Background: an optimization exercise with open tools, aiming at small area. Do not read the settings as production practice.
The RTL was checked by simulation tests, not by an equivalence proof against the original design.
Power is estimated from default activity; no workload was simulated.

==> 12-19: inputs <==
Design koki_h74, start of the top module:
module koki_h74 (
    input  wire        clk,
    input  wire        rst,
    input  wire        cmd_we,
    input  wire [31:0] cmd,
    output wire [35:0] res,
    output wire [1:0]  status      
);
Settings: LEC_CHECK=0, ABC_AREA=1, CAP_MARGIN=0, CORE_MARGIN=2, CORE_UTILIZATION=35, GPL_TIMING_DRIVEN=0, SLEW_MARGIN=0, SYNTH_HIERARCHICAL=1, SYNTH_MEMORY_MAX_BITS=32768; clock period 7.0 ns.
standard.sh (not shown) runs the stock make flow with config.mk's settings and CLKGATE_MAP_FILE= SYNTH_SCRIPT=/design/flow/synth_recipe.tcl, a recipe that flattens the netlist after the stock synthesis.
==> flow/flow/run.sh <==
#!/bin/bash
# Own layout flow: the standard layout (standard.sh) with
#  - synthesis by flow/synth.tcl: the standard flow's synthesis script, but ABC maps
#    for area (flow/abc.script) and no adder cells are extracted;
#  - the port buffers that global placement inserts made from buf_1.
# Registers, their names and cell types are those of the standard synthesis.
set -euo pipefail
HERE=$(pwd)
export OWN_ABC_SCRIPT="$HERE/flow/abc.script"
export BUFFER_PORTS_ARGS="-buffer_cell sky130_fd_sc_hd__buf_1"
bash standard.sh SYNTH_SCRIPT="$HERE/flow/synth.tcl" ADDER_MAP_FILE= finish > standard.log 2>&1
==> flow/flow/abc.script <==
strash
dch
map -D 4000 -B 0.1
topo
stime -c
==> flow/flow/synth.tcl <==
# The standard flow's synthesis script (synth_recipe.tcl) with two changes: every abc
# call maps with the area-oriented script flow/abc.script, and the caller
# sets ADDER_MAP_FILE empty so no half/full adder cells are extracted.
proc synth {args} { yosys synth -nofsm -noshare {*}$args }
proc abc {args} {
  set i [lsearch -exact $args -script]
  if { $i >= 0 } {
    set args [lreplace $args [expr {$i + 1}] [expr {$i + 1}] $::env(OWN_ABC_SCRIPT)]
  }
  yosys abc {*}$args
}
source $::env(SCRIPTS_DIR)/synth.tcl
# left out here: clear keep_hierarchy, flatten, clean up, hide names made inside functions, write 1_2_yosys.v
==> 09-05: changes against 12-19 <==
- CORE_UTILIZATION: 35 -> 60
- CTS_BUF_LIST: unset -> sky130_fd_sc_hd__clkbuf_4
==> comparison <==
09-05 produced a clean layout. 12-19 passed the timing, DRC and antenna checks.
Combinational power is about the same in 12-19 and 09-05.
In critical path depth, 09-05 and 12-19 do not differ.
In 09-05 the sequential share of layout area is higher than in 12-19, by 0.30 points.
In 12-19 the design area is larger than in 09-05, by about 2.5%.
In synthesized cell count, 12-19 and 09-05 do not differ.
Between 09-05 and 12-19, the lower non-clock buffer count is in 09-05 (gap 1).
Against 09-05, the register-to-register slack of 12-19 is better by 90 ps.
==> figures <==
metric	12-19	09-05
Power consumed by the clock network	0.0837 mW	0.0652 mW
Leakage power of the design	1.328 nW	1.312 nW
Post-detailed-route via-to-cell ratio	5.836	6.360
Grt met1 use	35.10%	45.44%
Peak Freq	156.3 MHz	159.3 MHz
Layout buffering overhead excluding clock cells	8.502%	8.296%
Placeable core region	0.008806 mm²	0.005140 mm²
Width of the die	99.78 µm	77.15 µm
P_int	0.2599 mW	0.2457 mW
Result of the run	complete, no violations	complete, no violations
Drt initial violations	365	454
Tot GR Track Use	24.44%	39.55%
Post-route worst setup slack	601.9 ps	720.6 ps
Number of well-tap cells placed	108	70
Total power draw	0.4953 mW	0.4799 mW
Clock latency on the worst-skew pair	270 ps	320 ps


==> inputs of run a <==
koki_h74, a different RTL version from the one above (not shown whole).
clock: 7.0 ns
lec_check: 0
abc_area: 1
cap_margin: 20
core_margin: 2
core_utilization: 35
slew_margin: 20
synth_memory_max_bits: 32768
==> flow/flow/abc.script <==
strash
dch
amap -F 200 -A 50
topo
stime -c
Scripts as last shown in full above: flow/flow/run.sh, flow/flow/synth.tcl
==> run b (differences from run a) <==
==> flow/flow/run.sh (replaced) <==
#!/bin/bash
# Own layout flow: the standard layout (standard.sh), with the port
# buffers that global placement inserts made from the smallest buffer cell.
set -euo pipefail
export BUFFER_PORTS_ARGS="-buffer_cell sky130_fd_sc_hd__buf_1"
bash standard.sh > standard.log 2>&1
removed: flow/flow/abc.script
removed: flow/flow/synth.tcl
==> summary of the runs <==
- Run a passed the timing, DRC and antenna checks. Run b finished clean.
- In clock skew, run b and run a do not differ.
- Of run b and run a, run a has the higher cell area (gap about 5%, measured against run a).
- Between run a and run b, the lower die area is in run a (gap 19%, measured against run b).
- Against run b, the register-to-register slack of run a is worse by 0.07 ns.
- Sequential power is about the same in run a and run b.
==> figures <==
                                                            run a       run b
Pin count of the biggest net entering global routing           25          26
Comb power frac                                             63.2%       56.9%
Cell type with the largest total area after synthesis     dfxtp_1     nand2_1
Via total after detailed routing                             5205        5065
Met3 capacity usage during global routing                   3.45%       3.73%
Data required time at the worst endpoint                  7.11 ns     7.16 ns
Worst Tran Pin Value                                     0.981 ns    0.794 ns
Die boundary height                                        101 um      113 um
Ratio of layout area to synthesized area                   1.460x      1.109x
Internal Power                                           0.326 mW    0.317 mW
Status                                   timing/DRC/antenna clean  timing/DRC/antenna clean
Vias per inst                                                6.09        5.62


==> exp/sierra: inputs <==
Starting RTL as in the previous note.
export LEC_CHECK = 0
export ABC_AREA = 1
export CAP_MARGIN = 20
export CORE_MARGIN = 2
export CORE_UTILIZATION = 35
export GPL_TIMING_DRIVEN = 0
export SLEW_MARGIN = 20
export SYNTH_MEMORY_MAX_BITS = 32768
create_clock -name core_clock -period 7.0 [get_ports {clk}]
==> flow/flow/run.sh <==
#!/bin/bash
# Own layout flow: the standard layout (standard.sh) with
#  - synthesis by flow/synth.tcl: the standard flow's synthesis script, but ABC maps
#    for area (flow/abc.script) and no adder cells are extracted;
#  - the port buffers that global placement inserts made from buf_1.
# Registers, their names and cell types are those of the standard synthesis.
set -euo pipefail
HERE=$(pwd)
export OWN_ABC_SCRIPT="$HERE/flow/abc.script"
export BUFFER_PORTS_ARGS="-buffer_cell sky130_fd_sc_hd__buf_1"
bash standard.sh SYNTH_SCRIPT="$HERE/flow/synth.tcl" ADDER_MAP_FILE= finish > standard.log 2>&1
==> flow/flow/abc.script <==
strash
dch -f
map -D 3500
topo
stime -c
==> flow/flow/synth.tcl <==
# The standard flow's synthesis script (synth_recipe.tcl) with two changes: every abc
# call maps with the area-oriented script flow/abc.script, and the caller
# sets ADDER_MAP_FILE empty so no half/full adder cells are extracted.
proc synth {args} { yosys synth -nofsm -noshare {*}$args }
proc abc {args} {
  set i [lsearch -exact $args -script]
  if { $i >= 0 } {
    set args [lreplace $args [expr {$i + 1}] [expr {$i + 1}] $::env(OWN_ABC_SCRIPT)]
  }
  yosys abc {*}$args
}
source $::env(SCRIPTS_DIR)/synth.tcl
# left out here: clear keep_hierarchy, flatten, clean up, hide names made inside functions, write 1_2_yosys.v
==> exp/yarrow (differences from exp/sierra) <==
==> flow/run.sh (new file) <==
#!/bin/bash
# synth_recipe.tcl (not shown) runs the flow's synth.tcl, then flattens the netlist and writes it again
# the make line also repeats each setting of config.mk as NAME=value (left out here)
make -C /OpenROAD-flow-scripts/flow DESIGN_CONFIG=/design/flow/config.mk WORK_HOME=/design/flow/orfs CLKGATE_MAP_FILE= SYNTH_SCRIPT=/design/flow/synth_recipe.tcl finish
--- a/flow/config.mk
+++ b/flow/config.mk
@@ -11,3 +11,2 @@
 export CORE_UTILIZATION = 35
-export GPL_TIMING_DRIVEN = 0
 export SLEW_MARGIN = 20
removed: flow/flow/run.sh
removed: flow/flow/abc.script
removed: flow/flow/synth.tcl
removed: flow/standard.sh
==> flow_summary.toml <==
[power]
power_w = 0.000496
p_per_area_nw_per_um2 = 119
p_clk_share_pct = 17.1

[hold_path]
hold_path.startpoint = "grid_q$_SDFF_PP0_"

[worst_setup_path]
critical-path-slowest-cell = "xor2_1"
cp-startpoint = "cmd[4]"

[global_routing]
grt.met3_usage_pct = 1.69

[timing]
min_period_ns = 6.47

[final_layout]
buffers = 82
layout-drive-gt1-share_pct = 7.55
fin_area_um2 = 4160

[placement]
place_ws_ns = -1.18
dp_hpwl_mm = 12.0

[clock_network]
root_buffer = "clkbuf_8"

[outcome]
outcome = "complete, no violations"

[yosys]
postSynthCellCount = 632
syn-mean-instance-area_um2 = 5.57
the above is filed under exp/sierra

==> flow_summary.toml <==
[placement]
dp_hpwl_mm = 13.4

[hold_path]
hold_path.startpoint = "ill_q$_SDFF_PP0_"

[outcome]
outcome = "complete, no violations"

[worst_setup_path]
cp-startpoint = "cmd[2]"
critical-path-slowest-cell = "clkdlybuf4s50_1"

[global_routing]
grt.met3_usage_pct = 4.64

[power]
p_clk_share_pct = 20.8
power_w = 0.000623

[timing]
min_period_ns = 6.45

[yosys]
synth_xor_area_share_pct = 5.91
syn-mean-instance-area_um2 = 5.93
postSynthCellCount = 697

[final_layout]
fin_area_um2 = 5060
layout-drive-gt1-share_pct = 7.23

[clock_network]
root_buffer = "clkbuf_16"
the above is filed under exp/yarrow



==> delta <==
koki_h74, a different RTL version from the one above (not shown whole).
clock: 7.0 ns
lec_check: 0
abc_area: 1
cap_margin: 20
core_margin: 2
core_utilization: 55
gpl_timing_driven: 0
slew_margin: 20
synth_hierarchical: 1
synth_memory_max_bits: 32768
==> flow/flow/run.sh <==
#!/bin/bash
# Own layout flow: the standard layout (standard.sh) with
#  - synthesis by flow/synth.tcl: the standard flow's synthesis script, but ABC maps
#    for area (flow/abc.script) and no adder cells are extracted;
#  - the port buffers that global placement inserts made from buf_1.
# Registers, their names and cell types are those of the standard synthesis.
set -euo pipefail
HERE=$(pwd)
export OWN_ABC_SCRIPT="$HERE/flow/abc.script"
export BUFFER_PORTS_ARGS="-buffer_cell sky130_fd_sc_hd__buf_1"
bash standard.sh SYNTH_SCRIPT="$HERE/flow/synth.tcl" ADDER_MAP_FILE= finish > standard.log 2>&1
==> flow/flow/abc.script <==
strash
dch
map -D 4000 -B 0.1
topo
stime -c
==> flow/flow/synth.tcl <==
# The standard flow's synthesis script (synth_recipe.tcl) with two changes: every abc
# call maps with the area-oriented script flow/abc.script, and the caller
# sets ADDER_MAP_FILE empty so no half/full adder cells are extracted.
proc synth {args} { yosys synth -nofsm -noshare {*}$args }
proc abc {args} {
  set i [lsearch -exact $args -script]
  if { $i >= 0 } {
    set args [lreplace $args [expr {$i + 1}] [expr {$i + 1}] $::env(OWN_ABC_SCRIPT)]
  }
  yosys abc {*}$args
}
source $::env(SCRIPTS_DIR)/synth.tcl
# left out here: clear keep_hierarchy, flatten, clean up, hide names made inside functions, write 1_2_yosys.v
==> inputs of harbor, as changes to delta <==
==> flow/flow/abc.script (replaced) <==
strash
dch
map -D 4000
topo
stime -c
- CORE_UTILIZATION: 55 -> 35
- CTS_CLUSTER_DIAMETER: not set -> 200
- CTS_CLUSTER_SIZE: not set -> 30
==> notes <==
Of harbor and delta, delta has the higher first-iteration DRC count (gap about 44%, measured against delta).
Of harbor and delta, harbor has the higher cell count (gap 4.7%, measured against delta).
Against harbor, the sequential share of layout area of delta is higher by 0.17 points.
In total power, harbor and delta hardly differ.
In sequential power, delta and harbor hardly differ.
Against delta, the synthesized cell count of harbor is smaller by 0.53%.
Count of clock-buffer cells in the layout is the same in delta and harbor.
Between harbor and delta, the lower global-route usage is in harbor (gap 14 points).
Between harbor and delta, the lower hold slack is in harbor (gap 28 ps).
Area after synthesis is about the same in delta and harbor.
Critical path depth is the same in delta and harbor.


==> ember <==
Starting RTL as in the previous note.
Settings: LEC_CHECK=0, ABC_AREA=1, CAP_MARGIN=20, CORE_MARGIN=2, CORE_UTILIZATION=35, GPL_TIMING_DRIVEN=0, SLEW_MARGIN=20, SYNTH_HIERARCHICAL=1, SYNTH_MEMORY_MAX_BITS=32768; clock period 7.0 ns.
==> flow/flow/abc.script <==
strash
dch
map -D 4000 -B 0.1
topo
stime -c
Scripts as last shown in full above: flow/flow/run.sh, flow/flow/synth.tcl
==> inputs of willow, as changes to ember <==
==> flow/flow/abc.script (replaced) <==
strash
dch
map -D 4000
topo
stime -c
==> impl_metrics.csv <==
group,metric,value,unit
floorplanning,core,9060,sq um
grt,use_met3,2.58,%
pwr,pwr-share-comb,59.6,%
finish,clk_share,1.23,%
grt,grt_pass1_wl,19300,microns
synthesis,yosys.area_share.xor_xnor,10.6,%
setup_path,required,7.13,ns
detailed_routing,wl_met3,1000,microns
setup_path,r2r_slack,5.73,ns
sta,fin_crit,6.49,ns
finish,nMultiInputCombCells,444,
outcome,status,"timing/DRC/antenna clean",
finish,layout_common_cells,"nor2_1 (104), clkinv_1 (87), nand2_1 (73)",
synthesis,postSynthCellCount,560,
synthesis,synth-simple-area-share,28.1,%
synthesis,synth.area.top_cells,"dfxtp_1 (14%), nor2_1 (12%), clkinv_1 (10%), a21oi_1 (8.9%), nand2_1 (8.5%)",
place,gp_congestion,0.963,
floorplanning,dieArea,9990,sq um
Source of the figures above: willow

==> impl_metrics.csv <==
group,metric,value,unit
outcome,status,"timing/DRC/antenna clean",
finish,fill_cells,1020,
place,gp_congestion,0.950,
setup_path,r2r_slack,5.78,ns
sta,fin_crit,6.36,ns
detailed_routing,wl_met3,1150,microns
place,place_area,3650,sq um
setup_path,endpoint_kind,"flip-flop",
floorplanning,core,9110,sq um
finish,fin_util,41.1,%
grt,use_met3,3.55,%
finish,nMultiInputCombCells,445,
setup_path,crit_buf_inv,3,
synthesis,synth.area.top_cells,"dfxtp_1 (14%), nor2_1 (12%), clkinv_1 (11%), nand2_1 (10%), a21oi_1 (7.9%)",
synthesis,yosys.area_share.xor_xnor,10.0,%
floorplanning,dieArea,10000,sq um
clocking,htreeDepth,1,
finish,layout_common_cells,"nor2_1 (102), clkinv_1 (87), nand2_1 (86)",
Source of the figures above: ember

[port drivers added, routing unchanged]
How much do the figures lean on ideal ports? The routed layouts below were timed once more, with nothing changed but the port constraints. Step 1: set_driving_cell puts a clkbuf_16 on clk and a buf_2 on each other input, an assumption about the parent block. Step 2 also shifts input and output timing later by t, the mid clock arrival at the registers, as if the neighbouring blocks saw the same clock. Slacks: ideal ports / drivers / drivers and shift; pairs: ideal ports / drivers.
run	t, ns	slack for setup (ns)	hold slack, ns	slew at the worst register clock pin (ns)	worst data-port slew with drivers (ns)
12-19	0.292	0.602 / 0.606 / 0.313	0.484 / 0.484 / 0.484	0.08 / 0.08	0.04
09-05	0.347	0.721 / 0.727 / 0.380	0.489 / 0.489 / 0.489	0.12 / 0.12	0.04
run a	0.283	0.332 / 0.337 / 0.054	0.484 / 0.484 / 0.484	0.08 / 0.08	0.03
run b	0.280	0.852 / 0.860 / 0.579	0.479 / 0.479 / 0.479	0.06 / 0.06	0.03
exp/sierra	0.293	0.530 / 0.534 / 0.241	0.495 / 0.495 / 0.495	0.08 / 0.08	0.04
exp/yarrow	0.294	0.548 / 0.562 / 0.268	0.479 / 0.479 / 0.479	0.07 / 0.07	0.04
delta	0.298	0.526 / 0.535 / 0.237	0.498 / 0.498 / 0.498	0.09 / 0.09	0.04
harbor	0.286	0.514 / 0.518 / 0.232	0.469 / 0.469 / 0.469	0.08 / 0.08	0.03
ember	0.294	0.639 / 0.646 / 0.351	0.479 / 0.479 / 0.479	0.09 / 0.09	0.04
willow	0.286	0.514 / 0.518 / 0.232	0.469 / 0.469 / 0.469	0.08 / 0.08	0.03
After both steps every run listed still meets setup and hold. The setup slack of 09-05, which loses most, moves by +0.006 ns with the drivers and by -0.341 ns with both steps.
